Source: an optimization exercise on an open RTL-to-GDS flow (aim: small area, a short achievable clock period and few clock cycles). Production flows keep margins and buffers that such runs may drop. At most, simulation tests tie the RTL to the original design; equivalence was not proved.

the previous run:
==> flow/design.v (excerpt) <==
module vpha_hash (
    input  wire         clk,
    input  wire         rst,        
    input  wire         start,      
    input  wire [31:0]  len,        
    output reg          busy,
    output reg          done,
    output wire [31:0]  result,
    output reg          rd_req,
    output wire [31:0]  rd_addr,    
    output reg  [5:0]   rd_len,     
    input  wire         rd_ready,
    input  wire         rd_valid,
    input  wire [255:0] rd_data     
);
export LEC_CHECK = 0
export ABC_CLOCK_PERIOD_IN_PS = 3000
export CAP_MARGIN = 20
export CORE_MARGIN = 2
export CORE_UTILIZATION = 60
export SLEW_MARGIN = 20
export TNS_END_PERCENT = 0
create_clock -name core_clock -period 12.0 [get_ports {clk}]
standard.sh (not shown) runs the stock make flow with config.mk's settings and CLKGATE_MAP_FILE= SYNTH_SCRIPT=/design/flow/synth_recipe.tcl, a recipe that flattens the netlist after the stock synthesis.
==> flow/flow/run.sh <==
#!/bin/bash
set -euo pipefail
bash standard.sh SETUP_SLACK_MARGIN=8.5 finish > make_finish.log 2>&1
The previous run finished end to end and its layout was clean on timing, DRC and antenna.
> inputs changed (the previous run -> the current run)
- setting SETUP_SLACK_MARGIN to 5 for the first time
- removing TNS_END_PERCENT (formerly 0)
==> flow/run.sh (new file) <==
#!/bin/bash
# synth_recipe.tcl (not shown) runs the flow's synth.tcl, then flattens the netlist and writes it again
# the make line also repeats each setting of config.mk as NAME=value (left out here)
make -C /OpenROAD-flow-scripts/flow DESIGN_CONFIG=/design/flow/config.mk WORK_HOME=/design/flow/orfs CLKGATE_MAP_FILE= SYNTH_SCRIPT=/design/flow/synth_recipe.tcl finish
removed: flow/flow/run.sh
removed: flow/standard.sh
## What came out
- The current run gives less worst setup slack than the previous run did.
- The clock period minus final worst setup slack reported for the current run is greater than that of the previous run by 0.73 ns.
- Going from the previous run to the current run, critical path depth dropped 1, total of clock buffers placed in the layout dropped 2, number of buffer and inverter instances along the worst setup path climbed 1.
No run of this note included a check of the RTL's function; only the layout flow was run.

========
Setup of job 101:
vpha_hash, a different RTL version from the one above (not shown whole).
Size in the first run: roughly 1900 cells after synthesis, about 0.024 sq mm of cells after synthesis.
clock: 12.0 ns
lec_check: 0
abc_clock_period_in_ps: 3000
cap_margin: 20
core_margin: 2
core_utilization: 60
cts_cluster_diameter: 80
cts_cluster_size: 26
slew_margin: 20
tns_end_percent: 0
==> flow/flow/run.sh <==
#!/bin/bash
set -euo pipefail
bash standard.sh SETUP_SLACK_MARGIN=8.5 finish > make_finish.log 2>&1
Testbench counts of job 101, summed over its fixed seeds: cycles 23,130.
diff inputs: job 101 => job 102
- changing CTS_CLUSTER_SIZE from 26 to 22
- changing CTS_CLUSTER_DIAMETER from 80 to 100
==> comparison <==
- The worst setup path category comes out reg -> out in one run and reg -> reg in the other, namely in job 101 and job 102 respectively.
- Job 102 vs job 101 on endpoint required time on the critical path: job 102 is the higher one.
- Going from job 101 to job 102, register-to-register slack went down; number of port buffers neither gained nor lost much; setup slack of the critical path after layout shrank by 0.036 ns; final instance area has decreased.
The inputs of job 103 differ from those of job 102 as listed below.
- CORE_UTILIZATION: 60 -> 65
Results
Job 103 reached the final stage; the timing, DRC and antenna checks on its layout passed.
Diff job 102..job 103 | fraction of area in clock buffers and inverters | negligible
Looking at job 102 and job 103, the global-route wire length before repair is a wash.
[compare] base=job 102 new=job 103: met1 layer usage reported by global route +2.8 points, placement-stage worst setup slack +0.60 ns.

========
Starting RTL as in the previous note.
Settings: LEC_CHECK=0, ABC_CLOCK_PERIOD_IN_PS=4500, CAP_MARGIN=20, CORE_MARGIN=2, CORE_UTILIZATION=60, CTS_CLUSTER_DIAMETER=100, CTS_CLUSTER_SIZE=22, SLEW_MARGIN=20, TNS_END_PERCENT=0; clock period 12.0 ns.
Scripts as last shown in full above: flow/flow/run.sh
Testbench counts at the start, summed over its fixed seeds: cycles 23,130.
Then changed:
==> flow/flow/run.sh (replaced) <==
#!/bin/bash
set -euo pipefail
bash standard.sh SETUP_SLACK_MARGIN=9.0 finish > make_finish.log 2>&1
Settings changed: ABC_CLOCK_PERIOD_IN_PS 4500 to 3000.
=>
- setup slack stays the same
- routed wire length is unchanged
- die area does not change
- clock skew stays the same
- final area is unchanged
- count of clock-buffer cells in the layout does not change

========
before:
vpha_hash, a different RTL version from the one above (not shown whole).
For scale: ~1800 cells after synthesis, ~440 flip-flops, about 24000 um^2 of cells after synthesis.
clock: 12.0 ns
lec_check: 0
abc_clock_period_in_ps: 3000
cap_margin: 20
core_margin: 2
core_utilization: 65
cts_cluster_diameter: 100
cts_cluster_size: 22
slew_margin: 20
tns_end_percent: 5
==> flow/flow/run.sh <==
#!/bin/bash
set -euo pipefail
bash standard.sh SETUP_SLACK_MARGIN=8.5 finish > make_finish.log 2>&1
before closes out successfully: all stages finished, all timing, DRC and antenna checks passed.
Testbench counts of before, summed over its fixed seeds: cycles 23,130.
[inputs] after vs before
Settings: swapping 22 for 25 in CTS_CLUSTER_SIZE; swapping 5 for 0 in TNS_END_PERCENT; swapping 100 for 110 in CTS_CLUSTER_DIAMETER.
[summary]
Per the comparison of after with before, total via count after detailed routing lower, shortest clock period the worst path allows after layout shows a reduction of 0.015 ns, path length in cells of the critical path saw an increase, register fraction of the total cell area has increased.
after vs before on critical path buffer and inverter count: after is the higher one.
Route | after vs before | wire shorter in after

========
vpha_hash, a different RTL version from the one above (not shown whole).
For scale: about 1900 cells after synthesis, ~440 flip-flops, ~0.024 mm^2 of cells after synthesis.
clock: 12.0 ns
lec_check: 0
abc_clock_period_in_ps: 3000
cap_margin: 20
core_margin: 2
core_utilization: 60
setup_slack_margin: 5
slew_margin: 20
run.sh (not shown) runs the stock make flow with config.mk's settings and CLKGATE_MAP_FILE= SYNTH_SCRIPT=/design/flow/synth_recipe.tcl, a recipe that flattens the netlist after the stock synthesis.
Stock flow here: none of the scripts above is used.
Testbench counts at the start, summed over its fixed seeds: cycles 23,130.
Edit:
==> flow/flow/run.sh (new file) <==
#!/bin/bash
set -euo pipefail
bash standard.sh SETUP_SLACK_MARGIN=8.5 finish > make_finish.log 2>&1
==> flow/standard.sh (new file) <==
#!/bin/bash
# synth_recipe.tcl (not shown) runs the flow's synth.tcl, then flattens the netlist and writes it again
# the make line also repeats each setting of config.mk as NAME=value (left out here)
make -C /OpenROAD-flow-scripts/flow DESIGN_CONFIG=/design/flow/config.mk WORK_HOME=/design/flow/orfs CLKGATE_MAP_FILE= SYNTH_SCRIPT=/design/flow/synth_recipe.tcl "${@:-finish}"
--- a/flow/config.mk
+++ b/flow/config.mk
@@ -11,3 +11,3 @@
 export CORE_UTILIZATION = 60
-export SETUP_SLACK_MARGIN = 5
 export SLEW_MARGIN = 20
+export TNS_END_PERCENT = 0
removed: flow/run.sh
Effect:
- The changed run went through all stages and came out clean
- final area grows by 3.6%
- critical path depth fell by 1
- non-clock buffer count rose by 57
- hold slack loses 0.0054 ns

afterwards: timing with drivers on the ports:
In the flow no input, the clock included, has a driving cell. The finished layouts below were timed again as built, in two steps.
Step 1 assumes that a clkbuf_16 drives the clock port and a buf_2 every other input.
Step 2, shift: input delay + t, output delay - t, t = (earliest + latest rising clock arrival at the registers) / 2. This alone moves slack from input paths to output paths.
a / b / c = ideal ports / drivers / drivers and shift; a / b = the first two.
run | t, ns | setup slack, ns | clock arrival spread, ns | worst register clock-pin slew, ns | cell pins on the clock port's net
the previous run | 0.641 | 7.693 / 7.693 / 7.157 | 0.037 / 0.037 | 0.07 / 0.07 | 1
the current run | 0.638 | 6.962 / 6.962 / 6.589 | 0.026 / 0.026 | 0.06 / 0.06 | 1
job 101 | 0.641 | 7.593 / 7.532 / 7.070 | 0.021 / 0.021 | 0.10 / 0.10 | 1
job 102 | 0.633 | 7.557 / 7.557 / 7.034 | 0.028 / 0.028 | 0.10 / 0.10 | 1
job 103 | 0.613 | 7.637 / 7.637 / 7.085 | 0.025 / 0.025 | 0.10 / 0.10 | 1
the first run of note 3 | 0.633 | 7.557 / 7.557 / 7.034 | 0.028 / 0.028 | 0.10 / 0.10 | 1
the second run of note 3 | 0.633 | 7.557 / 7.557 / 7.034 | 0.028 / 0.028 | 0.10 / 0.10 | 1
before | 0.620 | 7.544 / 7.544 / 7.498 | 0.051 / 0.050 | 0.10 / 0.10 | 1
after | 0.598 | 7.559 / 7.559 / 7.064 | 0.019 / 0.020 | 0.10 / 0.10 | 1
the first run of note 5 | 0.633 | 6.822 / 6.822 / 6.387 | 0.024 / 0.025 | 0.07 / 0.07 | 1
the second run of note 5 | 0.638 | 7.554 / 7.554 / 6.950 | 0.014 / 0.014 | 0.07 / 0.07 | 1
After both steps every run listed still meets setup and hold. For the second run of note 5, which loses most, drivers alone change the setup slack by 0.000 ns; drivers and shift together by -0.604 ns.
